Background: an optimization exercise with open tools, aiming at a short achievable clock period and few clock cycles. Do not read the settings as production practice.
No functional check of the RTL was part of any run shown here.
No activity file was given, so power comes from the tool's default toggle rates.

## design/flow/design.v

```verilog
module snappy_dec (
    input  wire        clk,
    input  wire        rst,
    input  wire        start,
    input  wire [15:0] src_len,
    input  wire [15:0] dst_cap,
    output wire        busy,
    output reg         done,
    output reg  [7:0]  fault,
    output reg  [31:0] result,
    output reg  [31:0] info0,
    output reg  [31:0] info1,
    output reg         in_re,
    output reg  [15:0] in_addr,
    input  wire [7:0]  in_rdata,
    output reg         out_re,
    output reg  [15:0] out_raddr,
    input  wire [7:0]  out_rdata,
    output reg         out_we,
    output reg  [15:0] out_waddr,
    output reg  [7:0]  out_wdata
);
    localparam [7:0] F_NONE      = 8'h00;
    localparam [7:0] F_VARINT    = 8'h01;
    localparam [7:0] F_COPY_OFF  = 8'h02;
    localparam [7:0] F_LEN_MISM  = 8'h03;
    localparam [7:0] F_TRUNC     = 8'h04;
    localparam [7:0] F_OVERRUN   = 8'h05;
    localparam [7:0] F_DST_SMALL = 8'h21;
    localparam [3:0] S_IDLE = 4'd0,
                     S_HDR  = 4'd1,
                     S_DECL = 4'd2,
                     S_TAG  = 4'd3,
                     S_TRL  = 4'd4,
                     S_CCHK = 4'd5,    
                     S_LCHK = 4'd6,    
                     S_LCH2 = 4'd7,    
                     S_PAY  = 4'd8,    
                     S_END  = 4'd9,    
                     S_FLT  = 4'd10;   
    localparam [1:0] M_MEM = 2'd0, M_H1 = 2'd1, M_H2 = 2'd2;
    reg        busy_q;
    reg [3:0]  ps;
    reg [15:0] src_len_q;
    reg [15:0] dst_cap_q;
    assign busy = busy_q;
    wire go = start & ~busy_q;
    reg        fin;           
    reg        fin_ok;
    reg  [15:0] na;           
    reg         rd_pend;      
    reg  [7:0]  iq [0:3];
    reg  [1:0]  iq_wp, iq_rp;
    reg  [2:0]  iq_cnt;
    wire        iq_v  = (iq_cnt != 3'd0);
    wire [7:0]  hb    = iq[iq_rp];
    reg         pop;          
    wire [2:0]  iq_use = iq_cnt + {2'd0, in_re} + {2'd0, rd_pend};
    wire        fetch_en = busy_q && ps != S_FLT && ps != S_END && ps != S_IDLE;
    wire        issue = fetch_en && (iq_use < 3'd4) && (na != src_len_q);
    always @(posedge clk) begin
        if (rst) begin
            in_re   <= 1'b0;
            in_addr <= 16'd0;
            na      <= 16'd0;
            rd_pend <= 1'b0;
            iq_wp   <= 2'd0;
            iq_rp   <= 2'd0;
            iq_cnt  <= 3'd0;
        end else begin
            rd_pend <= in_re;
            if (!busy_q || fin) begin
                in_re   <= go & ~fin;
                in_addr <= 16'd0;
                na      <= (go & ~fin) ? 16'd1 : 16'd0;
            end else begin
                in_re <= issue;
                if (issue) begin
                    in_addr <= na;
                    na      <= na + 16'd1;
                end
            end
            if (fin) begin
                iq_wp  <= 2'd0;
                iq_rp  <= 2'd0;
                iq_cnt <= 3'd0;
            end else begin
                if (rd_pend) iq_wp <= iq_wp + 2'd1;
                if (pop)     iq_rp <= iq_rp + 2'd1;
                iq_cnt <= iq_cnt + {2'd0, rd_pend} - {2'd0, pop};
            end
        end
    end
    always @(posedge clk)
        if (rd_pend) iq[iq_wp] <= in_rdata;
    reg         cq_lit  [0:7];
    reg  [1:0]  cq_mode [0:7];
    reg  [15:0] cq_len  [0:7];
    reg  [15:0] cq_src  [0:7];
    reg         cq_one  [0:7];
    reg  [2:0]  cq_wp, cq_rp;
    reg  [3:0]  cq_cnt;
    wire        cq_full  = cq_cnt[3];
    wire        cq_v     = (cq_cnt != 4'd0);
    reg         cq_push;
    reg         cq_pop;
    reg         w_lit;
    reg  [1:0]  w_mode;
    reg  [15:0] w_len;
    reg  [15:0] w_src;
    reg         w_one;
    reg  [7:0]  lq [0:15];
    reg  [3:0]  lq_wp, lq_rp;
    reg  [4:0]  lq_cnt;
    wire        lq_full = lq_cnt[4];
    wire        lq_v    = (lq_cnt != 5'd0);
    reg         lq_push;
    reg         lq_pop;
    always @(posedge clk) begin
        if (!cq_full) begin
            cq_lit[cq_wp]  <= w_lit;
            cq_mode[cq_wp] <= w_mode;
            cq_len[cq_wp]  <= w_len;
            cq_src[cq_wp]  <= w_src;
            cq_one[cq_wp]  <= w_one;
        end
        if (!lq_full)
            lq[lq_wp]      <= hb;
    end
    always @(posedge clk) begin
        if (rst || fin) begin
            cq_wp <= 3'd0; cq_rp <= 3'd0; cq_cnt <= 4'd0;
            lq_wp <= 4'd0; lq_rp <= 4'd0; lq_cnt <= 5'd0;
        end else begin
            if (cq_push) cq_wp <= cq_wp + 3'd1;
            if (cq_pop)  cq_rp <= cq_rp + 3'd1;
            cq_cnt <= cq_cnt + {3'd0, cq_push} - {3'd0, cq_pop};
            if (lq_push) lq_wp <= lq_wp + 4'd1;
            if (lq_pop)  lq_rp <= lq_rp + 4'd1;
            lq_cnt <= lq_cnt + {4'd0, lq_push} - {4'd0, lq_pop};
        end
    end
    reg  [16:0] rem;          
    reg  [31:0] decl;         
    reg  [2:0]  vn;           
    reg  [16:0] P;            
    reg  [16:0] Pold;         
    reg  [16:0] room;         
    reg  [7:0]  tag;
    reg  [2:0]  tcnt;         
    reg  [2:0]  tidx;         
    reg  [31:0] trl;
    reg  [16:0] pay;          
    reg  [16:0] llen;         
    reg  [7:0]  hbyte;        
    reg  [7:0]  f_code;
    reg  [1:0]  f_i0;         
    reg  [1:0]  f_i1;         
    wire [1:0]  hk  = hb[1:0];
    wire [5:0]  hu  = hb[7:2];
    reg  [2:0]  h_tcnt;
    always @(*) begin
        case (hk)
            2'b00:   h_tcnt = (hu >= 6'd60) ? ({1'b0, hu[1:0]} + 3'd1) : 3'd0;
            2'b01:   h_tcnt = 3'd1;
            2'b10:   h_tcnt = 3'd2;
            default: h_tcnt = 3'd4;
        endcase
    end
    wire [6:0]  h_llen = {1'b0, hu} + 7'd1;                      
    wire        h_short = (hk == 2'b00) && (hu < 6'd60);
    wire        h_f04t = (rem[16:3] == 14'd0) && ({14'd0, h_tcnt} >= rem);
    wire        h_f04p = (rem[16:7] == 10'd0) && (h_llen >= rem[6:0]);
    wire        h_f05  = (room[16:7] == 10'd0) && (h_llen > room[6:0]);
    wire        c_t1  = (tag[1:0] == 2'b01);
    wire [31:0] c_off = c_t1 ? {21'd0, tag[7:5], trl[7:0]} : trl;
    wire [6:0]  c_len = c_t1 ? {4'd0, tag[4:2]} + 7'd4 : {1'b0, tag[7:2]} + 7'd1;
    wire        c_f02 = (c_off == 32'd0) || (c_off > {15'd0, P});
    wire        c_f05 = ({10'd0, c_len} > room);
    wire        l_f04 = (trl >= {15'd0, rem});
    wire        l_f05 = (llen > room);
    reg  [31:0] vbits;
    always @(*) begin
        case (vn)
            3'd0:    vbits = {25'd0, hb[6:0]};
            3'd1:    vbits = {18'd0, hb[6:0], 7'd0};
            3'd2:    vbits = {11'd0, hb[6:0], 14'd0};
            3'd3:    vbits = {4'd0, hb[6:0], 21'd0};
            default: vbits = {hb[3:0], 28'd0};
        endcase
    end
    reg         cur_v;
    reg         s1_v;
    reg         s2_v;
    wire        exec_idle = !cur_v && !cq_v && !s1_v && !s2_v;
    always @(*) begin
        pop     = 1'b0;
        cq_push = 1'b0;
        lq_push = 1'b0;
        w_lit   = 1'b1;
        w_mode  = M_MEM;
        w_len   = {9'd0, h_llen};
        w_src   = P[15:0] - c_off[15:0];
        w_one   = (hu == 6'd0);
        fin     = 1'b0;
        fin_ok  = 1'b0;
        case (ps)
            S_HDR:  pop = (rem != 17'd0) && iq_v;
            S_TAG:  pop = (rem != 17'd0) && iq_v && !cq_full;
            S_TRL:  pop = iq_v;
            S_PAY:  pop = iq_v && !lq_full;
            default: ;
        endcase
        case (ps)
            S_TAG: begin
                cq_push = pop && h_short && !h_f04p && !h_f05;
            end
            S_CCHK: begin
                w_lit   = 1'b0;
                w_len   = {9'd0, c_len};
                w_one   = (c_len == 7'd1);
                w_mode  = (c_off[15:0] == 16'd1) ? M_H1 : (c_off[15:0] == 16'd2) ? M_H2 : M_MEM;
                cq_push = !cq_full && !c_f02 && !c_f05;
            end
            S_LCH2: begin
                w_len   = llen[15:0];
                w_one   = (llen == 17'd1);
                cq_push = !cq_full && !l_f05;
            end
            S_PAY: lq_push = pop;
            S_END: begin
                fin    = exec_idle;
                fin_ok = 1'b1;
            end
            S_FLT: fin = !in_re && !rd_pend;
            default: ;
        endcase
    end
    always @(posedge clk) begin
        if (rst) begin
            ps     <= S_IDLE;
            busy_q <= 1'b0;
            rem    <= 17'd0;
            decl   <= 32'd0;
            vn     <= 3'd0;
            P      <= 17'd0;
            Pold   <= 17'd0;
            room   <= 17'd0;
            tag    <= 8'd0;
            tcnt   <= 3'd0;
            tidx   <= 3'd0;
            trl    <= 32'd0;
            pay    <= 17'd0;
            llen   <= 17'd0;
            hbyte  <= 8'd0;
            f_code <= 8'd0;
            f_i0   <= 2'd0;
            f_i1   <= 2'd0;
            src_len_q <= 16'd0;
            dst_cap_q <= 16'd0;
        end else begin
            if (!busy_q) begin
                src_len_q <= src_len;
                dst_cap_q <= dst_cap;
                rem       <= {1'b0, src_len};
                decl      <= 32'd0;
                vn        <= 3'd0;
                P         <= 17'd0;
                Pold      <= 17'd0;
                if (go) begin
                    busy_q <= 1'b1;
                    ps     <= S_HDR;
                end
            end else begin
                if (pop) rem <= rem - 17'd1;
                case (ps)
                    S_HDR: begin
                        if (rem == 17'd0) begin
                            ps <= S_FLT; f_code <= F_TRUNC; f_i0 <= 2'd0; f_i1 <= 2'd0;
                        end else if (iq_v) begin
                            decl  <= decl | vbits;
                            vn    <= vn + 3'd1;
                            hbyte <= hb;
                            if (!hb[7])
                                ps <= S_DECL;
                            else if (vn == 3'd4) begin
                                ps <= S_FLT; f_code <= F_VARINT; f_i0 <= 2'd1; f_i1 <= 2'd0;
                            end
                        end
                    end
                    S_DECL: begin
                        room <= decl[16:0];
                        if (decl > {16'd0, dst_cap_q}) begin
                            ps <= S_FLT; f_code <= F_DST_SMALL; f_i0 <= 2'd2; f_i1 <= 2'd1;
                        end else
                            ps <= S_TAG;
                    end
                    S_TAG: begin
                        if (rem == 17'd0) begin
                            if (room == 17'd0)
                                ps <= S_END;
                            else begin
                                ps <= S_FLT; f_code <= F_LEN_MISM; f_i0 <= 2'd2; f_i1 <= 2'd3;
                            end
                        end else if (pop) begin
                            tag  <= hb;
                            tcnt <= h_tcnt;
                            tidx <= 3'd0;
                            trl  <= 32'd0;
                            pay  <= {10'd0, h_llen};
                            if (h_short) begin
                                Pold <= P;
                                P    <= P + {10'd0, h_llen};
                                room <= room - {10'd0, h_llen};
                            end
                            if (h_f04t || (h_short && h_f04p)) begin
                                ps <= S_FLT; f_code <= F_TRUNC; f_i0 <= 2'd2;
                                f_i1 <= h_f04t ? 2'd3 : 2'd2;
                            end else if (h_short && h_f05) begin
                                ps <= S_FLT; f_code <= F_OVERRUN; f_i0 <= 2'd2; f_i1 <= 2'd3;
                            end else if (h_short)
                                ps <= S_PAY;
                            else
                                ps <= S_TRL;
                        end
                    end
                    S_TRL: begin
                        if (pop) begin
                            case (tidx)
                                3'd0:    trl[7:0]   <= hb;
                                3'd1:    trl[15:8]  <= hb;
                                3'd2:    trl[23:16] <= hb;
                                default: trl[31:24] <= hb;
                            endcase
                            tidx <= tidx + 3'd1;
                            if (tidx + 3'd1 == tcnt)
                                ps <= (tag[1:0] == 2'b00) ? S_LCHK : S_CCHK;
                        end
                    end
                    S_CCHK: begin
                        if (!cq_full) begin
                            Pold <= P;
                            P    <= P + {10'd0, c_len};
                            room <= room - {10'd0, c_len};
                            if (c_f02) begin
                                ps <= S_FLT; f_code <= F_COPY_OFF; f_i0 <= 2'd3; f_i1 <= 2'd2;
                            end else if (c_f05) begin
                                ps <= S_FLT; f_code <= F_OVERRUN; f_i0 <= 2'd2; f_i1 <= 2'd3;
                            end else
                                ps <= S_TAG;
                        end
                    end
                    S_LCHK: begin
                        llen <= trl[16:0] + 17'd1;
                        pay  <= trl[16:0] + 17'd1;
                        if (l_f04) begin
                            ps <= S_FLT; f_code <= F_TRUNC; f_i0 <= 2'd2; f_i1 <= 2'd3;
                        end else
                            ps <= S_LCH2;
                    end
                    S_LCH2: begin
                        if (!cq_full) begin
                            Pold <= P;
                            P    <= P + llen;
                            room <= room - llen;
                            if (l_f05) begin
                                ps <= S_FLT; f_code <= F_OVERRUN; f_i0 <= 2'd2; f_i1 <= 2'd3;
                            end else
                                ps <= S_PAY;
                        end
                    end
                    S_PAY: begin
                        if (pop) begin
                            pay <= pay - 17'd1;
                            if (pay == 17'd1) ps <= S_TAG;
                        end
                    end
                    default: ;
                endcase
                if (fin) begin
                    busy_q <= 1'b0;
                    ps     <= S_IDLE;
                end
            end
        end
    end
    always @(posedge clk) begin
        if (rst) begin
            done   <= 1'b0;
            fault  <= 8'd0;
            result <= 32'd0;
            info0  <= 32'd0;
            info1  <= 32'd0;
        end else begin
            done <= fin;
            if (fin) begin
                if (fin_ok) begin
                    fault  <= F_NONE;
                    result <= decl;
                    info0  <= 32'd0;
                    info1  <= 32'd0;
                end else begin
                    fault  <= f_code;
                    result <= 32'd0;
                    case (f_i0)
                        2'd0:    info0 <= 32'd0;
                        2'd1:    info0 <= {24'd0, hbyte};
                        2'd2:    info0 <= decl;
                        default: info0 <= c_off;
                    endcase
                    case (f_i1)
                        2'd0:    info1 <= 32'd0;
                        2'd1:    info1 <= {16'd0, dst_cap_q};
                        2'd2:    info1 <= {15'd0, Pold};
                        default: info1 <= {15'd0, P};
                    endcase
                end
            end
        end
    end
    reg         cur_lit;
    reg  [1:0]  cur_mode;
    reg  [15:0] cur_cnt;
    reg         cur_last;
    reg  [15:0] cur_src;
    wire        x_iss  = cur_v && (!cur_lit || lq_v);
    wire        x_free = !cur_v || (x_iss && cur_last);
    wire        x_ld   = x_free && cq_v;
    always @(*) begin
        cq_pop = x_ld;
        lq_pop = x_iss && cur_lit;
    end
    reg  [1:0]  s1_sel;       
    reg  [7:0]  s1_b;
    reg  [1:0]  s2_sel;
    reg  [7:0]  s2_b;
    reg  [7:0]  hist2;
    always @(posedge clk) begin
        if (rst || fin) begin
            cur_v    <= 1'b0;
            cur_lit  <= 1'b0;
            cur_mode <= 2'd0;
            cur_cnt  <= 16'd0;
            cur_last <= 1'b0;
            cur_src  <= 16'd0;
            s1_v     <= 1'b0;
            s2_v     <= 1'b0;
            out_re   <= 1'b0;
            out_we   <= 1'b0;
            out_waddr <= 16'hffff;
        end else begin
            if (x_ld) begin
                cur_v    <= 1'b1;
                cur_lit  <= cq_lit[cq_rp];
                cur_mode <= cq_mode[cq_rp];
                cur_cnt  <= cq_len[cq_rp];
                cur_last <= cq_one[cq_rp];
                cur_src  <= cq_src[cq_rp];
            end else if (x_iss) begin
                cur_cnt  <= cur_cnt - 16'd1;
                cur_last <= (cur_cnt == 16'd2);
                cur_src  <= cur_src + 16'd1;
                if (cur_last) cur_v <= 1'b0;
            end
            s1_v   <= x_iss;
            out_re <= x_iss && !cur_lit && (cur_mode == M_MEM);
            s2_v   <= s1_v;
            out_we <= s2_v;
            if (s2_v) out_waddr <= out_waddr + 16'd1;
        end
    end
    always @(posedge clk) begin
        out_raddr <= cur_src;
        s1_sel    <= cur_lit ? 2'd3 : cur_mode;
        s1_b      <= lq[lq_rp];
        s2_sel    <= s1_sel;
        s2_b      <= s1_b;
        if (s2_v) begin
            hist2 <= out_wdata;
            case (s2_sel)
                2'd0:    out_wdata <= out_rdata;
                2'd1:    out_wdata <= out_wdata;
                2'd2:    out_wdata <= hist2;
                default: out_wdata <= s2_b;
            endcase
        end
    end
endmodule
```

## design/flow/config.mk

```make
export PLATFORM = sky130hd
export DESIGN_NAME = snappy_dec
export DESIGN_NICKNAME = snappy_dec
export VERILOG_FILES = /design/flow/design.v
export SDC_FILE = /design/flow/constraint.sdc
export NUM_CORES = 4
export LEC_CHECK = 0
export CAP_MARGIN = 20
export CORE_MARGIN = 2
export CORE_UTILIZATION = 40
export SLEW_MARGIN = 20
```

## design/flow/constraint.sdc

```tcl
create_clock -name core_clock -period 10.0 [get_ports {clk}]
set_input_delay 2.0000 -clock core_clock [delete_from_list [all_inputs] [get_ports {clk}]]
set_output_delay 2.0000 -clock core_clock [all_outputs]
set_load 0.01 [all_outputs]
```

## design/flow/run.sh

```bash
#!/bin/bash
# synth_recipe.tcl (not shown) runs the flow's synth.tcl, then flattens the netlist and writes it again
# the make line also repeats each setting of config.mk as NAME=value (left out here)
make -C /OpenROAD-flow-scripts/flow DESIGN_CONFIG=/design/flow/config.mk WORK_HOME=/design/flow/orfs CLKGATE_MAP_FILE= SYNTH_SCRIPT=/design/flow/synth_recipe.tcl finish
```

==> results.json, run 1 <==
{
  "period_minus_slack_ps": 6110,
  "synth_edf_count": 464,
  "hold_buffers": 0,
  "gp_congestion": 0.962,
  "cp_max_fo": 31,
  "p_leak_nw": 17.6,
  "cp_slowest_cell": "mux4_2",
  "grt_use_met3_pct": 4.37,
  "power_density_mw_per_mm2": 202,
  "cp.arrival_ps": 6730,
  "crit_required_ps": 10620,
  "postCtsSetupBuffers": 0,
  "grt_busiest_layer": "met2",
  "viasPerCell": 5.56,
  "io_pins": 216,
  "clkTransAtPathRegs_ps": 60,
  "antenna_found_initial": 3,
  "yosysUniqueCellTypes": 98,
  "drtPass1Iterations": 6,
  "outcome": "finished clean",
  "dp_slack_ps": 3980,
  "cts.repair.resized": 0,
  "area_delta_synth_final_pct": 15.6,
  "path_class": "reg -> reg",
  "design.core.area_mm2": 0.107,
  "hold_violations": 0,
  "num_vias": 30600,
  "fmax_mhz": 164,
  "worst_slack_ps": 3890,
  "cts_max_level": 3,
  "dp.cells": 5311,
  "cts_sinks": 948,
  "p_total_mw": 10.1,
  "grt_remaining_overflow": 0,
  "yosys.area.top_type": "edfxtp_1",
  "slowest_delay_ps": 920,
  "grt_pass1_wl_um": 188000,
  "use_met1_pct": 30.9,
  "drtIter0Drc": 3176,
  "port_buffers": 196,
  "relSlewSlack_pct": 22.4,
  "wl_per_cell_um": 23.1,
  "netlist.area_leader.share_pct": 32.2,
  "synthCells": 3855,
  "grt_pass1_vias": 29400,
  "finClkSkew_ps": 47.8,
  "drt_drc_violations_left": 0,
  "ys_async_sr_fraction_pct": 0,
  "holdPathStages": 0,
  "synth_area_mm2": 0.0433,
  "die_h_um": 333,
  "initial_core_util_pct": 40.4,
  "synthFlopType": "dfxtp_1",
  "die_width_um": 333,
  "tns_ps": 0,
  "rsz0062_at_grt": "false",
  "path_common_cell": "a21oi_1",
  "final_cell_mix": "479 x dfxtp_1, 464 x edfxtp_1, 389 x nor2_1",
  "grt_util_all_layers_pct": 22.5,
  "drv_cap": 0,
  "hold_path.class": "reg -> reg",
  "grt_max_degree": 82,
  "worstSetupStartpointType": "register",
  "setup_violations": 0,
  "ys_warn_count": 1,
  "tightest_slew_ps": 1150,
  "cts_tree": "done",
  "cts_max_path_buffers": 3,
  "clockRootBuffer": "clkbuf_16",
  "r2r_cells": 16,
  "fill_cells": 9920,
  "die-area_mm2": 0.111,
  "irDropWorstVdd_v": 0.000154,
  "num-nets-final": 4250,
  "layout_commonest_cell": "dfxtp_1",
  "dpl.hpwl_um": 87900,
  "post-route-period-util_pct": 61.1,
  "fin_hold_ws_ps": 327,
  "syn_avg_cell_area_um2": 11.2,
  "clock_latency_ps": 700,
  "wirelength_um": 127000,
  "layout-drive-gt1-share_pct": 10.1,
  "slew_violations": 0,
  "synthTopCellsByArea": "edfxtp_1 32%, dfxtp_1 22%, mux4_2 6.2%, ha_1 5.2%, nor2_1 3.4%",
  "grt_use_met2_pct": 35.5,
  "yosysSeqAreaShare_pct": 54.6,
  "antenna_left": 0,
  "end_kind": "register",
  "instances_no_fill": 5501,
  "synth-seq-cells": 948,
  "numCtsBuffers": 101,
  "fp-row-count": 120,
  "path_cells": "mux4_2 -> ha_1 -> xor2_1 -> inv_1 -> a21oi_1 -> ha_1 -> a211o_1 -> a21oi_1 -> o21ai_1 -> nor4_1 -> nor3_1 -> a2111o_1 -> a21oi_1 -> xnor2_1 -> or3_1 -> a21oi_1"
}
==> report_power, final <==
part / internal [mW] / switching [mW]
registers: 4.38 / 0.235
clock network: 2.13 / 1.58
logic: 0.814 / 0.961
total: 7.33 / 2.77
==> worst max-delay path: cells and delay by family (launching register included) <==
family	cells	cell delay (ps)
AO/OA/AOI/OAI	7	2140
XOR/XNOR	2	670
adder cells (fa/ha/maj)	2	810
buffers and inverters	1	170
flip-flops	1	670
multiplexers	1	920
AND/OR/NAND/NOR	3	670
==> state kept, by name, indices dropped and copies added (netlist names), 32 cells and up, named ones only <==
name	cells
cq_len	128
cq_src	128
decl	32
info0	32
iq	32
lq	128
result	32
trl	32
==> final timing paths <==
path                                       from                  to  slack (ps)
worst min-delay path            s1_b[4]$_DFF_P_     s2_b[4]$_DFF_P_         330
worst max-delay path                   register  P[16]$_SDFFE_PP0P_        3890
worst max register to register         register  P[16]$_SDFFE_PP0P_        3890
worst min register to register  s1_b[4]$_DFF_P_     s2_b[4]$_DFF_P_         330
==> cells in the mapped netlist (all sizes together) (6+ instances only) <==
library cell / n
dfxtp: 484
edfxtp: 464
nor2: 394
nand2: 355
a21oi: 246
ha: 180
o21ai: 175
inv: 161
clkbuf: 158
mux2i: 133
mux4: 120
xnor2: 102
a211oi: 101
xor2: 79
nor3: 78
buf: 72
nand3: 56
nor4: 40
nand4: 37
nor2b: 37
a22o: 36
a22oi: 31
and3: 25
nand2b: 25
or3: 24
a21o: 22
and2: 19
o21a: 15
or2: 14
mux2: 13
o22ai: 13
or4: 10
a31oi: 9
o221ai: 9
and4: 8
fa: 8
o211ai: 7
a311oi: 6
==> logic make-up after synthesis <==
logic type      synth area share [%]
flops                           54.6
fa+ha+maj                       5.58
compound gates                  10.8
mux                             9.66
buf+inv                         3.69
xor+xnor                        3.66
simple gates                    12.0
other cells                  0.00867
==> layout make-up <==
class | count | area, um2 | share of cell area (%)
sequential | 948 | 23600 | 47.3
multi-input combinational | 2531 | 18200 | 36.5
clock buffer | 148 | 2880 | 5.76
timing repair buffer | 265 | 2480 | 4.96
tap | 1403 | 1760 | 3.51
inverter | 164 | 616 | 1.23
clock inverter | 41 | 405 | 0.811
antenna | 1 | 2.50 | 0.00501
==> metal layers <==
| metal | share of wire, % | vias to the layer above | wire [um] |
|---|---|---|---|
| met1 | 44 | 14900 | 55300 |
| met3 | 7.5 | 228 | 9510 |
| met2 | 45 | 1159 | 57500 |
| met4 | 3.6 | 0 | 4520 |
| li1 | - | 14300 | - |
| met5 | 0 | - | 0 |
==> metrics by stage <==
step,cell area [um2],utilization [%]
after floorplan,43300,-
after global placement,46700,43.6
after detailed placement,46700,43.6
after CTS,50000,46.6
after global routing,50000,46.6
final,50000,46.6
==> run 2: changes to the inputs <==
--- a/design/flow/config.mk
+++ b/design/flow/config.mk
@@ -7,2 +7,3 @@
 export LEC_CHECK = 0
+export ABC_CLOCK_PERIOD_IN_PS = 3000
 export CAP_MARGIN = 20
@@ -10,2 +11,3 @@
 export CORE_UTILIZATION = 40
+export SETUP_SLACK_MARGIN = 5
 export SLEW_MARGIN = 20
==> results.json, run 2 <==
{
  "yosysSeqAreaShare_pct": 54.6,
  "post-route-period-util_pct": 47.9,
  "rsz0062_at_grt": "true",
  "period_minus_slack_ps": 4790,
  "numCtsBuffers": 101,
  "synthFlopType": "dfxtp_1",
  "cts_sinks": 948,
  "setup_violations": 0,
  "drt_drc_violations_left": 0,
  "port_buffers": 196,
  "tns_ps": 0,
  "layout-drive-gt1-share_pct": 11.1,
  "num-nets-final": 4277,
  "finClkSkew_ps": 45.8,
  "wirelength_um": 130000,
  "yosysMostFrequentCell": "dfxtp_1",
  "r2r-end": "P[16]$_SDFFE_PP0P_",
  "design.core.area_mm2": 0.107,
  "area_delta_synth_final_pct": 16.6,
  "cts_max_level": 3,
  "final_cell_mix": "476 x dfxtp_1, 464 x edfxtp_1, 389 x nor2_1",
  "grt_pass1_wl_um": 192000,
  "syn_avg_cell_area_um2": 11.2,
  "grt_remaining_overflow": 0,
  "dpl.hpwl_um": 87900,
  "antenna_found_initial": 3,
  "reg_top3": "cq_len (128), cq_src (128), lq (128)",
  "worstSetupStartpointType": "register",
  "synth_edf_count": 464,
  "dp.cells": 5311,
  "drtPass1Iterations": 5,
  "wl_per_cell_um": 23.5,
  "synth-seq-cells": 948,
  "num_vias": 30900,
  "outcome": "finished clean",
  "gp_congestion": 0.962,
  "antenna_left": 0,
  "cp.arrival_ps": 5410,
  "grt_max_degree": 82,
  "clock_latency_ps": 700,
  "drv_cap": 0,
  "worst_slack_ps": 5210,
  "layout_commonest_cell": "dfxtp_1",
  "dp_slack_ps": 3980,
  "holdPathEnd": "s2_b[4]$_DFF_P_",
  "r2r_cells": 16,
  "initial_core_util_pct": 40.4,
  "r2r_start": "iq[2][2]$_DFFE_PP_",
  "die_width_um": 333,
  "min_from": "s1_b[4]$_DFF_P_",
  "holdPathStages": 0,
  "slew_violations": 0,
  "hold_violations": 0,
  "cp_max_fo": 9,
  "crit_required_ps": 10620,
  "grt_util_all_layers_pct": 23.1,
  "cts_max_path_buffers": 3,
  "die-area_mm2": 0.111,
  "netlist.area_leader.share_pct": 32.2,
  "cts_tree": "done",
  "tightest_slew_ps": 1080,
  "synth_commonest_cells": "484 x dfxtp_1, 464 x edfxtp_1, 392 x nor2_1",
  "viasPerCell": 5.60,
  "synthTopCellsByArea": "edfxtp_1 32%, dfxtp_1 22%, mux4_2 6.2%, ha_1 5.2%, nor2_1 3.4%",
  "power_density_mw_per_mm2": 202,
  "die_h_um": 333,
  "yosysUniqueCellTypes": 98,
  "hold_buffers": 0,
  "irDropWorstVdd_v": 0.000154,
  "yosys.area.top_type": "edfxtp_1",
  "clkTransAtPathRegs_ps": 60,
  "clockRootBuffer": "clkbuf_16",
  "instances_no_fill": 5527,
  "synthCells": 3855,
  "drtIter0Drc": 3116,
  "ys_async_sr_fraction_pct": 0,
  "detailed_place.area_mm2": 0.0467,
  "hold_path.class": "reg -> reg",
  "design_area_mm2": 0.0505,
  "diodes": 0,
  "r2r_setup_slack_ps": 5210,
  "path_class": "reg -> reg",
  "p_total_mw": 10.2,
  "fp-row-count": 120,
  "p_leak_nw": 17.8,
  "end_kind": "register",
  "synth_area_mm2": 0.0433,
  "io_pins": 216,
  "ys_warn_count": 1,
  "fmax_mhz": 209,
  "relSlewSlack_pct": 27.9,
  "grt_pass1_vias": 29700
}
-- run 2: cell count changes in the layout (fill, tap and decap cells not counted), moves of 3 or more --
| cell | previous run | this run |
|---|---|---|
| a21oi_2 | 1 | 5 |
| a21oi_1 | 244 | 238 |
| xor2_1 | 79 | 76 |
| mux2i_2 | 0 | 3 |
| mux4_1 | 0 | 6 |
| mux2i_1 | 133 | 130 |
| buf_4 | 69 | 90 |
| dfxtp_1 | 479 | 476 |
-- run 2: layout make-up --
cell class                      count  area (um2)
Multi-Input combinational cell   2537       18500
Tap cell                         1403        1760
Fill cell                        9882       56700
Clock inverter                     41         405
Inverter                          164         616
Sequential cell                   948       23600
Clock buffer                      148        2880
Timing Repair Buffer              286        2640
-- run 2: timing repair --
item | CTS | global route
setup buffers | 15 | 6
pin swaps | 1 | 0
setup endpoints to repair | 19 | 6
gates resized for setup | 14 | 20
cloned | 6 | 0
hold endpoints to repair | 0 | 0
-- run 2: worst max-delay path, cell delays in order, from the launching register on --
cell and delay, ps:
edfxtp_1 460, mux4_2 600, ha_1 300, xor2_2 390
inv_1 180, a21oi_4 340, ha_1 340, a211o_1 360
a21oi_1 240, o21ai_1 130, nor4_2 200, nor3_1 80
a2111o_1 350, a21oi_1 190, xnor2_1 100, or3_1 320
a21oi_1 140
-- run 2: power by group --
part | switching [mW] | total [mW] | internal [mW]
clock network | 1.58 | 3.72 | 2.13
logic | 0.984 | 1.83 | 0.845
registers | 0.237 | 4.62 | 4.38
total | 2.81 | 10.2 | 7.36
-- run 2: cells by family (layout without fill, tap and decap cells) --
kind of cell | Yosys count | after routing | synth area share (%)
adder cells (fa/ha/maj) | 188 | 188 | 5.58
flip-flops | 948 | 948 | 54.6
AND/OR/NAND/NOR | 1139 | 1139 | 12.0
AO/OA/AOI/OAI | 738 | 738 | 10.8
other | 1 | 19 | 0.00867
multiplexers | 266 | 272 | 9.66
XOR/XNOR | 181 | 181 | 3.66
buffers and inverters | 394 | 639 | 3.69
-- run 2: per-stage QoR --
stage	utilization, %	hold WS (ps)
3_5_place_dp	43.6	312
3_3_place_gp	43.6	310
5_1_grt	47.1	335
4_1_cts	46.9	329
2_1_floorplan	-	310
6_report	47.1	327
-- run 2: how the worst max path moves through the flow --
stage	startpoint	end
2_1_floorplan	register	P[16]$_SDFFE_PP0P_
4_1_cts	register	cq_cnt[2]$_SDFF_PP0_
5_1_grt	register	cq_cnt[2]$_SDFF_PP0_
6_report	iq[2][2]$_DFFE_PP_	P[16]$_SDFFE_PP0P_
3_5_place_dp	register	P[16]$_SDFFE_PP0P_
3_3_place_gp	register	P[16]$_SDFFE_PP0P_
-- run 2: layer usage --
metal  vias to the layer above  wire length (um)  GRT usage, %
met5                         -                 0             0
met1                     15100             56200          32.0
met4                         0              4980          8.47
met2                      1263             58500          36.0
met3                       238             10300          4.29
li1                      14400                 -             -
==> run 3: changes to the inputs <==
--- a/design/flow/design.v
+++ b/design/flow/design.v
@@ -54,8 +54,12 @@
     reg  [2:0]  iq_cnt;
-    wire        iq_v  = (iq_cnt != 3'd0);
-    wire [7:0]  hb    = iq[iq_rp];
+    reg  [7:0]  hb;           
+    reg         hv;           
     reg         pop;          
-    wire [2:0]  iq_use = iq_cnt + {2'd0, in_re} + {2'd0, rd_pend};
+    wire [2:0]  iq_use = iq_cnt + {2'd0, hv} + {2'd0, in_re} + {2'd0, rd_pend};
     wire        fetch_en = busy_q && ps != S_FLT && ps != S_END && ps != S_IDLE;
     wire        issue = fetch_en && (iq_use < 3'd4) && (na != src_len_q);
+    wire        h_take = !hv || pop;
+    wire        iq_v = (iq_cnt != 3'd0);
+    wire        iq_pop  = h_take && iq_v;
+    wire        iq_push = rd_pend && !(h_take && !iq_v);
     always @(posedge clk) begin
@@ -69,2 +73,3 @@
             iq_cnt  <= 3'd0;
+            hv      <= 1'b0;
         end else begin
@@ -86,6 +91,8 @@
                 iq_cnt <= 3'd0;
+                hv     <= 1'b0;
             end else begin
-                if (rd_pend) iq_wp <= iq_wp + 2'd1;
-                if (pop)     iq_rp <= iq_rp + 2'd1;
-                iq_cnt <= iq_cnt + {2'd0, rd_pend} - {2'd0, pop};
+                if (iq_push) iq_wp <= iq_wp + 2'd1;
+                if (iq_pop)  iq_rp <= iq_rp + 2'd1;
+                iq_cnt <= iq_cnt + {2'd0, iq_push} - {2'd0, iq_pop};
+                if (h_take) hv <= iq_v || rd_pend;
             end
@@ -93,4 +100,6 @@
     end
-    always @(posedge clk)
-        if (rd_pend) iq[iq_wp] <= in_rdata;
+    always @(posedge clk) begin
+        if (iq_push) iq[iq_wp] <= in_rdata;
+        if (h_take) hb <= iq_v ? iq[iq_rp] : in_rdata;
+    end
     reg         cq_lit  [0:7];
@@ -154,2 +163,4 @@
     reg  [16:0] llen;         
+    reg  [6:0]  tlen;         
+    reg         sl_chk;       
     reg  [7:0]  hbyte;        
@@ -169,14 +180,14 @@
     end
-    wire [6:0]  h_llen = {1'b0, hu} + 7'd1;                      
     wire        h_short = (hk == 2'b00) && (hu < 6'd60);
-    wire        h_f04t = (rem[16:3] == 14'd0) && ({14'd0, h_tcnt} >= rem);
-    wire        h_f04p = (rem[16:7] == 10'd0) && (h_llen >= rem[6:0]);
-    wire        h_f05  = (room[16:7] == 10'd0) && (h_llen > room[6:0]);
+    wire [6:0]  h_len   = (hk == 2'b01) ? {4'd0, hu[2:0]} + 7'd4 : {1'b0, hu} + 7'd1;
+    wire        h_f04t = (rem[16:3] == 14'd0) && (h_tcnt >= rem[2:0]);
+    wire        s_f04 = ({10'd0, tlen} > rem);
+    wire        s_f05 = ({10'd0, tlen} > room);
     wire        c_t1  = (tag[1:0] == 2'b01);
     wire [31:0] c_off = c_t1 ? {21'd0, tag[7:5], trl[7:0]} : trl;
-    wire [6:0]  c_len = c_t1 ? {4'd0, tag[4:2]} + 7'd4 : {1'b0, tag[7:2]} + 7'd1;
     wire        c_f02 = (c_off == 32'd0) || (c_off > {15'd0, P});
-    wire        c_f05 = ({10'd0, c_len} > room);
+    wire        c_f05 = ({10'd0, tlen} > room);
     wire        l_f04 = (trl >= {15'd0, rem});
     wire        l_f05 = (llen > room);
+    wire [16:0] add_len = (ps == S_LCH2) ? llen : {10'd0, tlen};
     reg  [31:0] vbits;
@@ -201,5 +212,5 @@
         w_mode  = M_MEM;
-        w_len   = {9'd0, h_llen};
+        w_len   = {9'd0, tlen};
         w_src   = P[15:0] - c_off[15:0];
-        w_one   = (hu == 6'd0);
+        w_one   = (tlen == 7'd1);
         fin     = 1'b0;
@@ -207,24 +218,20 @@
         case (ps)
-            S_HDR:  pop = (rem != 17'd0) && iq_v;
-            S_TAG:  pop = (rem != 17'd0) && iq_v && !cq_full;
-            S_TRL:  pop = iq_v;
-            S_PAY:  pop = iq_v && !lq_full;
+            S_HDR:  pop = (rem != 17'd0) && hv;
+            S_TAG:  pop = (rem != 17'd0) && hv && !cq_full;
+            S_TRL:  pop = hv;
+            S_PAY:  pop = hv && !lq_full;
             default: ;
         endcase
+        if (ps == S_CCHK) begin
+            w_lit   = 1'b0;
+            w_mode  = (c_off[15:0] == 16'd1) ? M_H1 : (c_off[15:0] == 16'd2) ? M_H2 : M_MEM;
+            cq_push = !cq_full && !c_f02 && !c_f05;
+        end else if (ps == S_LCH2) begin
+            w_len   = llen[15:0];
+            w_one   = (llen == 17'd1);
+            cq_push = !cq_full && !l_f05;
+        end else begin
+            cq_push = sl_chk && !s_f04 && !s_f05;
+        end
         case (ps)
-            S_TAG: begin
-                cq_push = pop && h_short && !h_f04p && !h_f05;
-            end
-            S_CCHK: begin
-                w_lit   = 1'b0;
-                w_len   = {9'd0, c_len};
-                w_one   = (c_len == 7'd1);
-                w_mode  = (c_off[15:0] == 16'd1) ? M_H1 : (c_off[15:0] == 16'd2) ? M_H2 : M_MEM;
-                cq_push = !cq_full && !c_f02 && !c_f05;
-            end
-            S_LCH2: begin
-                w_len   = llen[15:0];
-                w_one   = (llen == 17'd1);
-                cq_push = !cq_full && !l_f05;
-            end
             S_PAY: lq_push = pop;
@@ -254,2 +261,4 @@
             llen   <= 17'd0;
+            tlen   <= 7'd0;
+            sl_chk <= 1'b0;
             hbyte  <= 8'd0;
@@ -261,2 +270,3 @@
         end else begin
+            sl_chk <= 1'b0;
             if (!busy_q) begin
@@ -275,2 +285,11 @@
                 if (pop) rem <= rem - 17'd1;
+                if (sl_chk || (ps == S_CCHK && !cq_full) || (ps == S_LCH2 && !cq_full)) begin
+                    Pold <= P;
+                    P    <= P + add_len;
+                    room <= room - add_len;
+                end
+                if (sl_chk && (s_f04 || s_f05)) begin
+                    ps <= S_FLT; f_code <= s_f04 ? F_TRUNC : F_OVERRUN; f_i0 <= 2'd2;
+                    f_i1 <= s_f04 ? 2'd2 : 2'd3;
+                end else
                 case (ps)
@@ -279,3 +298,3 @@
                             ps <= S_FLT; f_code <= F_TRUNC; f_i0 <= 2'd0; f_i1 <= 2'd0;
-                        end else if (iq_v) begin
+                        end else if (hv) begin
                             decl  <= decl | vbits;
@@ -305,17 +324,11 @@
                         end else if (pop) begin
-                            tag  <= hb;
-                            tcnt <= h_tcnt;
-                            tidx <= 3'd0;
-                            trl  <= 32'd0;
-                            pay  <= {10'd0, h_llen};
-                            if (h_short) begin
-                                Pold <= P;
-                                P    <= P + {10'd0, h_llen};
-                                room <= room - {10'd0, h_llen};
-                            end
-                            if (h_f04t || (h_short && h_f04p)) begin
-                                ps <= S_FLT; f_code <= F_TRUNC; f_i0 <= 2'd2;
-                                f_i1 <= h_f04t ? 2'd3 : 2'd2;
-                            end else if (h_short && h_f05) begin
-                                ps <= S_FLT; f_code <= F_OVERRUN; f_i0 <= 2'd2; f_i1 <= 2'd3;
+                            tag    <= hb;
+                            tcnt   <= h_tcnt;
+                            tidx   <= 3'd0;
+                            trl    <= 32'd0;
+                            pay    <= {11'd0, hu};
+                            tlen   <= h_len;
+                            sl_chk <= h_short;
+                            if (h_f04t) begin
+                                ps <= S_FLT; f_code <= F_TRUNC; f_i0 <= 2'd2; f_i1 <= 2'd3;
                             end else if (h_short)
@@ -341,5 +354,2 @@
                         if (!cq_full) begin
-                            Pold <= P;
-                            P    <= P + {10'd0, c_len};
-                            room <= room - {10'd0, c_len};
                             if (c_f02) begin
@@ -354,3 +364,3 @@
                         llen <= trl[16:0] + 17'd1;
-                        pay  <= trl[16:0] + 17'd1;
+                        pay  <= trl[16:0];
                         if (l_f04) begin
@@ -362,5 +372,2 @@
                         if (!cq_full) begin
-                            Pold <= P;
-                            P    <= P + llen;
-                            room <= room - llen;
                             if (l_f05) begin
@@ -374,3 +381,3 @@
                             pay <= pay - 17'd1;
-                            if (pay == 17'd1) ps <= S_TAG;
+                            if (pay == 17'd0) ps <= S_TAG;
                         end
@@ -437,2 +444,3 @@
     reg  [7:0]  hist2;
+    reg  [15:0] wa;           
     always @(posedge clk) begin
@@ -449,3 +457,3 @@
             out_we   <= 1'b0;
-            out_waddr <= 16'hffff;
+            wa       <= 16'd0;
         end else begin
@@ -468,3 +476,3 @@
             out_we <= s2_v;
-            if (s2_v) out_waddr <= out_waddr + 16'd1;
+            if (s2_v) wa <= wa + 16'd1;
         end
@@ -478,3 +486,4 @@
         if (s2_v) begin
-            hist2 <= out_wdata;
+            out_waddr <= wa;
+            hist2     <= out_wdata;
             case (s2_sel)
--- a/design/flow/config.mk
+++ b/design/flow/config.mk
@@ -7,3 +7,2 @@
 export LEC_CHECK = 0
-export ABC_CLOCK_PERIOD_IN_PS = 3000
 export CAP_MARGIN = 20
@@ -11,3 +10,2 @@
 export CORE_UTILIZATION = 40
-export SETUP_SLACK_MARGIN = 5
 export SLEW_MARGIN = 20
==> results.json, run 3 <==
{
  "outcome": "finished clean",
  "r2r_start": "ps[2]$_SDFFE_PP0P_",
  "grt_pass1_wl_um": 179000,
  "detailed_place.area_mm2": 0.0477,
  "ys_warn_count": 1,
  "cp_max_fo": 19,
  "synth_area_mm2": 0.0442,
  "cts_max_path_buffers": 3,
  "numCtsBuffers": 104,
  "irDropWorstVdd_v": 0.000165,
  "p_leak_nw": 18.7,
  "wl_per_cell_um": 21.5,
  "netlist.area_leader.share_pct": 33.2,
  "final_cell_mix": "488 x edfxtp_1, 484 x dfxtp_1, 397 x nor2_1",
  "io_pins": 216,
  "instances_no_fill": 5528,
  "synth_compound_area_share_pct": 9.71,
  "yosys.area.top_type": "edfxtp_1",
  "hold_path.class": "reg -> reg",
  "power_density_mw_per_mm2": 215,
  "wirelength_um": 119000,
  "drt_drc_violations_left": 0,
  "setup_violations": 0,
  "die_width_um": 336,
  "tightest_slew_ps": 1060,
  "hold_buffers": 0,
  "fill_cells": 9873,
  "synth_simple_gate_area_share_pct": 11.8,
  "tns_ps": 0,
  "relSlewSlack_pct": 28.9,
  "period_minus_slack_ps": 4840,
  "clockRootBuffer": "clkbuf_16",
  "path_class": "reg -> reg",
  "grt_pass1_vias": 29000,
  "cts_sinks": 978,
  "design.core.area_mm2": 0.109,
  "layout_commonest_cell": "edfxtp_1",
  "drtIter0Drc": 2276,
  "fmax_mhz": 207,
  "die-area_mm2": 0.113,
  "num-nets-final": 4200,
  "drtPass1Iterations": 6,
  "synth-xor-area-share_pct": 3.18,
  "synth_commonest_cells": "490 x dfxtp_1, 488 x edfxtp_1, 400 x nor2_1",
  "post-route-period-util_pct": 48.4,
  "synthCells": 3795,
  "worstSetupStartpointType": "register",
  "dpl.hpwl_um": 79900,
  "synth_top_family_by_area": "simple AND/OR/NAND/NOR gates",
  "crit_required_ps": 10590,
  "grt_max_degree": 95,
  "fin_util_pct": 47.0,
  "clock_latency_ps": 700,
  "port_buffers": 196,
  "dp.cells": 5329,
  "cp.arrival_ps": 5420,
  "pwr-share-seq_pct": 44.1,
  "p_sw_share_pct": 28.4,
  "r2r_setup_slack_ps": 5160,
  "design_area_mm2": 0.0513,
  "grt_remaining_overflow": 0,
  "synthFlopType": "dfxtp_1",
  "cts_max_level": 3,
  "finClkSkew_ps": 32.1,
  "cp_slowest_cell": "dfxtp_1",
  "cts.repair.resized": 0,
  "viasPerCell": 5.44,
  "clkTransAtPathRegs_ps": 60,
  "fp-row-count": 121,
  "holdPathStages": 0,
  "hold_violations": 0,
  "synthTopCellsByArea": "edfxtp_1 33%, dfxtp_1 22%, mux4_2 6.1%, ha_1 5.1%, mux2i_1 3.7%",
  "slowest_delay_ps": 750,
  "rsz0062_at_grt": "false",
  "grt_util_all_layers_pct": 20.7,
  "postCtsSetupBuffers": 0,
  "die_h_um": 336,
  "p_int_mw": 7.89,
  "ys_async_sr_fraction_pct": 0,
  "end_kind": "register",
  "path_cells": "and3_1 -> and2_1 -> o21ai_0 -> ha_1 -> fa_1 -> nand2b_1 -> a21oi_1 -> o221ai_1 -> a31o_2 -> nor2b_1 -> o2111ai_1 -> a2111oi_0 -> a221o_1",
  "yosysUniqueCellTypes": 103,
  "antenna_found_initial": 4,
  "r2r-end": "room[16]$_SDFFE_PP0P_",
  "antenna_left": 0,
  "synth-adder-area-share_pct": 5.44,
  "gp_congestion": 0.917,
  "slew_violations": 0,
  "holdPathEnd": "s2_b[7]$_DFF_P_",
  "yosysSeqAreaShare_pct": 55.3,
  "min_from": "s1_b[7]$_DFF_P_",
  "clkPwrFrac_pct": 36.3,
  "syn_avg_cell_area_um2": 11.6,
  "layout-drive-gt1-share_pct": 11.5,
  "synth-seq-cells": 978,
  "yosysMostFrequentCell": "dfxtp_1",
  "initial_core_util_pct": 40.5,
  "reg_top3": "cq_len (128), cq_src (128), lq (128)",
  "drv_cap": 0,
  "synthMuxAreaShare_pct": 10.8,
  "synth_edf_count": 488,
  "r2r_cells": 13,
  "cts_tree": "done",
  "num_vias": 30100,
  "area_delta_synth_final_pct": 16.2,
  "combPwrFrac_pct": 19.6,
  "power_switching_mw": 3.13
}
==> run 3: cell count changes in the layout (fill, tap and decap cells not counted), sizes merged, moves of 24 or more <==
cell    delta
a21oi    -100
nand2     -52
a31oi     +35
mux2i     +31
mux2      +25
edfxtp    +24
xor2      -24
==> run 3: worst max-delay path: cells and delay by family (launching register included) <==
kind                       cells  cell delay (ps)
AOI/OAI and AO/OA              7             1820
DFF                            1              750
and+or+nand+nor                4             1490
adders and majority gates      2              680
==> run 3: cells by family (layout without fill, tap and decap cells) <==
kind of cell,Yosys count,in the layout
flops,978,978
compound gates,647,647
simple gates,1100,1100
mux,322,322
xor+xnor,159,159
other cells,1,20
fa+ha+maj,188,188
buf+inv,400,638
==> run 3: routing by layer <==
| metal | share of wire (%) | track usage [%] |
|---|---|---|
| met1 | 45 | 28.7 |
| met2 | 46 | 33.3 |
| met3 | 6.0 | 2.88 |
| met4 | 3.3 | 7.03 |
| met5 | 0 | 0 |
==> run 3: worst max-delay path by stage <==
stage / endpoint / start / depth (start not counted)
after floorplan: cq_len[0][0]$_DFFE_PP_ / cq_wp[2]$_SDFFE_PP0N_ / 1
after global placement: room[16]$_SDFFE_PP0P_ / rst / 6
after detailed placement: room[16]$_SDFFE_PP0P_ / rst / 6
after CTS: room[15]$_SDFFE_PP0P_ / ps[2]$_SDFFE_PP0P_ / 14
after global routing: room[15]$_SDFFE_PP0P_ / ps[2]$_SDFFE_PP0P_ / 14
final: room[16]$_SDFFE_PP0P_ / ps[2]$_SDFFE_PP0P_ / 13
==> run 3: power by group through the flow <==
stage	Combinational, mW	Sequential, mW	Clock (mW)
floorplan	1.52	4.86	0
global placement	2.13	4.95	0
detailed placement	2.15	4.96	0
CTS	2.17	4.87	4.09
global route	2.35	4.91	4.24
finish	2.16	4.86	4.00
==> run 3: metrics by stage <==
step | worst slack (ps) | total power [mW] | hold WS (ps)
after floorplan | 5560 | 6.38 | 310
after global placement | 5080 | 7.08 | 314
after detailed placement | 5040 | 7.11 | 316
after CTS | 5240 | 11.1 | 325
after global routing | 4840 | 11.5 | 338
final | 5160 | 11.0 | 325
==> run 3: final cells by class <==
| class | instances | area [um2] | share of cell area, % |
|---|---|---|---|
| clock buffer | 159 | 3080 | 6.01 |
| antenna | 1 | 2.50 | 0.00487 |
| sequential | 978 | 24500 | 47.7 |
| tap | 1476 | 1850 | 3.60 |
| clock inverter | 37 | 497 | 0.967 |
| timing repair buffer | 267 | 2510 | 4.89 |
| multi-input combinational | 2435 | 18300 | 35.6 |
| inverter | 175 | 657 | 1.28 |
==> run 4: changes to the inputs <==
--- a/design/flow/config.mk
+++ b/design/flow/config.mk
@@ -7,2 +7,3 @@
 export LEC_CHECK = 0
+export ABC_CLOCK_PERIOD_IN_PS = 3000
 export CAP_MARGIN = 20
@@ -10,2 +11,3 @@
 export CORE_UTILIZATION = 40
+export SETUP_SLACK_MARGIN = 5
 export SLEW_MARGIN = 20
==> results.json, run 4 <==
{
  "outcome": "finished clean",
  "tns_ps": 0,
  "yosysUniqueCellTypes": 103,
  "rsz0062_at_grt": "false",
  "hold_violations": 0,
  "grt_util_all_layers_pct": 20.7,
  "wirelength_um": 119000,
  "relSlewSlack_pct": 28.9,
  "design.core.area_mm2": 0.109,
  "cp.arrival_ps": 5180,
  "synth_commonest_cells": "490 x dfxtp_1, 488 x edfxtp_1, 400 x nor2_1",
  "p_sw_share_pct": 28.4,
  "grt_remaining_overflow": 0,
  "drv_cap": 0,
  "clock_latency_ps": 700,
  "p_leak_nw": 18.7,
  "grt_pass1_vias": 29000,
  "setup_violations": 0,
  "slew_violations": 0,
  "detailed_place.area_mm2": 0.0477,
  "pwr-share-seq_pct": 44.1,
  "ys_async_sr_fraction_pct": 0,
  "worst_slack_ps": 5420,
  "cp_max_fo": 19,
  "synth_edf_count": 488,
  "tightest_slew_ps": 1060,
  "combPwrFrac_pct": 19.6,
  "p_int_mw": 7.89,
  "multiInputGateArea_mm2": 0.0183,
  "synthFlopType": "dfxtp_1",
  "reg_top3": "cq_len (128), cq_src (128), lq (128)",
  "cts_max_level": 3,
  "final_cell_mix": "488 x edfxtp_1, 484 x dfxtp_1, 397 x nor2_1",
  "period_minus_slack_ps": 4580,
  "numCtsBuffers": 104,
  "antenna_left": 0,
  "fmax_mhz": 218,
  "layout_commonest_cell": "edfxtp_1",
  "dp_slack_ps": 5040,
  "dp.cells": 5329,
  "irDropWorstVdd_v": 0.000165,
  "syn_avg_cell_area_um2": 11.6,
  "clkTransAtPathRegs_ps": 60,
  "power_switching_mw": 3.13,
  "wl_per_cell_um": 21.5,
  "antenna_found_initial": 4,
  "p_total_mw": 11.0,
  "power_density_mw_per_mm2": 215,
  "netlist.area_leader.share_pct": 33.2,
  "fin_util_pct": 47.0,
  "gp_congestion": 0.917,
  "drtPass1Iterations": 5,
  "port_buffers": 196,
  "synth_area_mm2": 0.0442,
  "num-nets-final": 4200,
  "dpl.hpwl_um": 79900,
  "yosys.area.top_type": "edfxtp_1",
  "clkPwrFrac_pct": 36.3,
  "end_kind": "register",
  "synthCells": 3795,
  "die-area_mm2": 0.113,
  "layout-drive-gt1-share_pct": 11.6,
  "cts_max_path_buffers": 3,
  "grt_pass1_wl_um": 179000,
  "yosysMostFrequentCell": "dfxtp_1",
  "clockRootBuffer": "clkbuf_16",
  "crit_required_ps": 10600,
  "finClkSkew_ps": 34.5,
  "ys_warn_count": 1,
  "cts_sinks": 978,
  "yosysSeqAreaShare_pct": 55.3,
  "die_width_um": 336,
  "fill_cells": 9871,
  "area_delta_synth_final_pct": 16.2,
  "postCtsSetupBuffers": 0,
  "hold_path.class": "reg -> reg",
  "final-seq-area_mm2": 0.0245,
  "design_area_mm2": 0.0514,
  "initial_core_util_pct": 40.5,
  "cts_tree": "done",
  "num_vias": 30100,
  "synth-seq-cells": 978,
  "drt_drc_violations_left": 0,
  "post-route-period-util_pct": 45.8,
  "instances_no_fill": 5528,
  "grt_max_degree": 95,
  "drtIter0Drc": 2279,
  "fin_hold_ws_ps": 325,
  "worstSetupStartpointType": "register",
  "synthTopCellsByArea": "edfxtp_1 33%, dfxtp_1 22%, mux4_2 6.1%, ha_1 5.1%, mux2i_1 3.7%",
  "fp-row-count": 121,
  "io_pins": 216,
  "path_class": "reg -> reg",
  "viasPerCell": 5.44,
  "die_h_um": 336
}
==> run 4: worst paths after layout <==
check	cells after the start	slack [ps]	from	end
worst max-delay path	14	5420	ps[2]$_SDFFE_PP0P_	room[15]$_SDFFE_PP0P_
worst min-delay path	0	320	s1_b[7]$_DFF_P_	s2_b[7]$_DFF_P_
worst max register to register	14	5420	ps[2]$_SDFFE_PP0P_	room[15]$_SDFFE_PP0P_
worst min register to register	0	320	s1_b[7]$_DFF_P_	s2_b[7]$_DFF_P_
==> run 4: area by class of cell <==
cell class	count	share of cell area (%)
sequential	978	47.7
timing repair buffer	267	4.89
inverter	175	1.28
clock inverter	37	0.967
antenna	1	0.00487
tap	1476	3.60
clock buffer	159	6.01
multi-input combinational	2435	35.6
==> run 4: kinds of logic after synthesis <==
| kind of cell | share of synthesized area, % |
|---|---|
| simple gates | 11.8 |
| flops | 55.3 |
| compound gates | 9.71 |
| buf+inv | 3.70 |
| mux | 10.8 |
| fa+ha+maj | 5.44 |
| xor+xnor | 3.18 |
| other cells | 0.00848 |
==> run 4: repair_timing <==
action / 4_1_cts / 5_1_grt
resized for setup: 0 / 2
setup endpoints to repair: 0 / 6
hold buffers: 0 / 0
==> run 4: power groups by stage <==
stage	combinational (mW)	clock, mW	sequential [mW]
global placement	2.13	0	4.95
finish	2.16	4.00	4.86
detailed placement	2.15	0	4.96
floorplan	1.52	0	4.86
global route	2.35	4.24	4.91
CTS	2.17	4.09	4.87
==> run 4: layer usage <==
metal  track usage, %  share of wire [%]  wire length, um  vias to the layer above
met2             33.3                 46            54800                      961
met3             2.88                5.9             7050                      196
met1             28.7                 45            53000                    14700
li1                 -                  -                -                    14200
met5                0                  0                0                        -
met4             7.03                3.2             3850                        0
==> run 4: worst max-delay path: stages (launching register included) <==
cell,delay (ps)
dfxtp_1,750
and3_1,490
and2_2,450
nand2_1,120
nand2_1,150
inv_1,100
ha_1,260
nor2b_1,140
o31a_1,280
o21a_1,240
a221oi_1,500
o21ai_0,280
o41ai_1,280
o221ai_1,140
a221oi_1,280

port drivers added, routing unchanged:
How much do the figures lean on ideal ports? The routed layouts below were timed once more, with nothing changed but the port constraints.
Step 1 (the two cells are an assumption about what drives the block):
set clk [get_ports {clk}]
set_driving_cell -lib_cell sky130_fd_sc_hd__clkbuf_16 $clk
set_driving_cell -lib_cell sky130_fd_sc_hd__buf_2 [delete_from_list [all_inputs] $clk]
Step 2 times the ports against the registers' clock, not the clock port: input delays grow and output delays shrink by t, the midpoint of the rising clock arrivals with the driver on.
Slacks: ideal / step 1 / step 2; pairs: ideal / step 1.
run	t, ns	setup slack, ns	worst register clock-pin slew, ns
run 1	0.752	3.890 / 3.890 / 3.890	0.07 / 0.07
run 2	0.750	5.212 / 5.212 / 5.212	0.07 / 0.07
run 3	0.759	5.162 / 5.162 / 5.020	0.07 / 0.07
run 4	0.760	5.416 / 5.416 / 5.012	0.07 / 0.07
After both steps setup and hold are still met in every run listed. For run 4, which loses most, drivers alone change the setup slack by 0.000 ns; drivers and shift together by -0.404 ns.
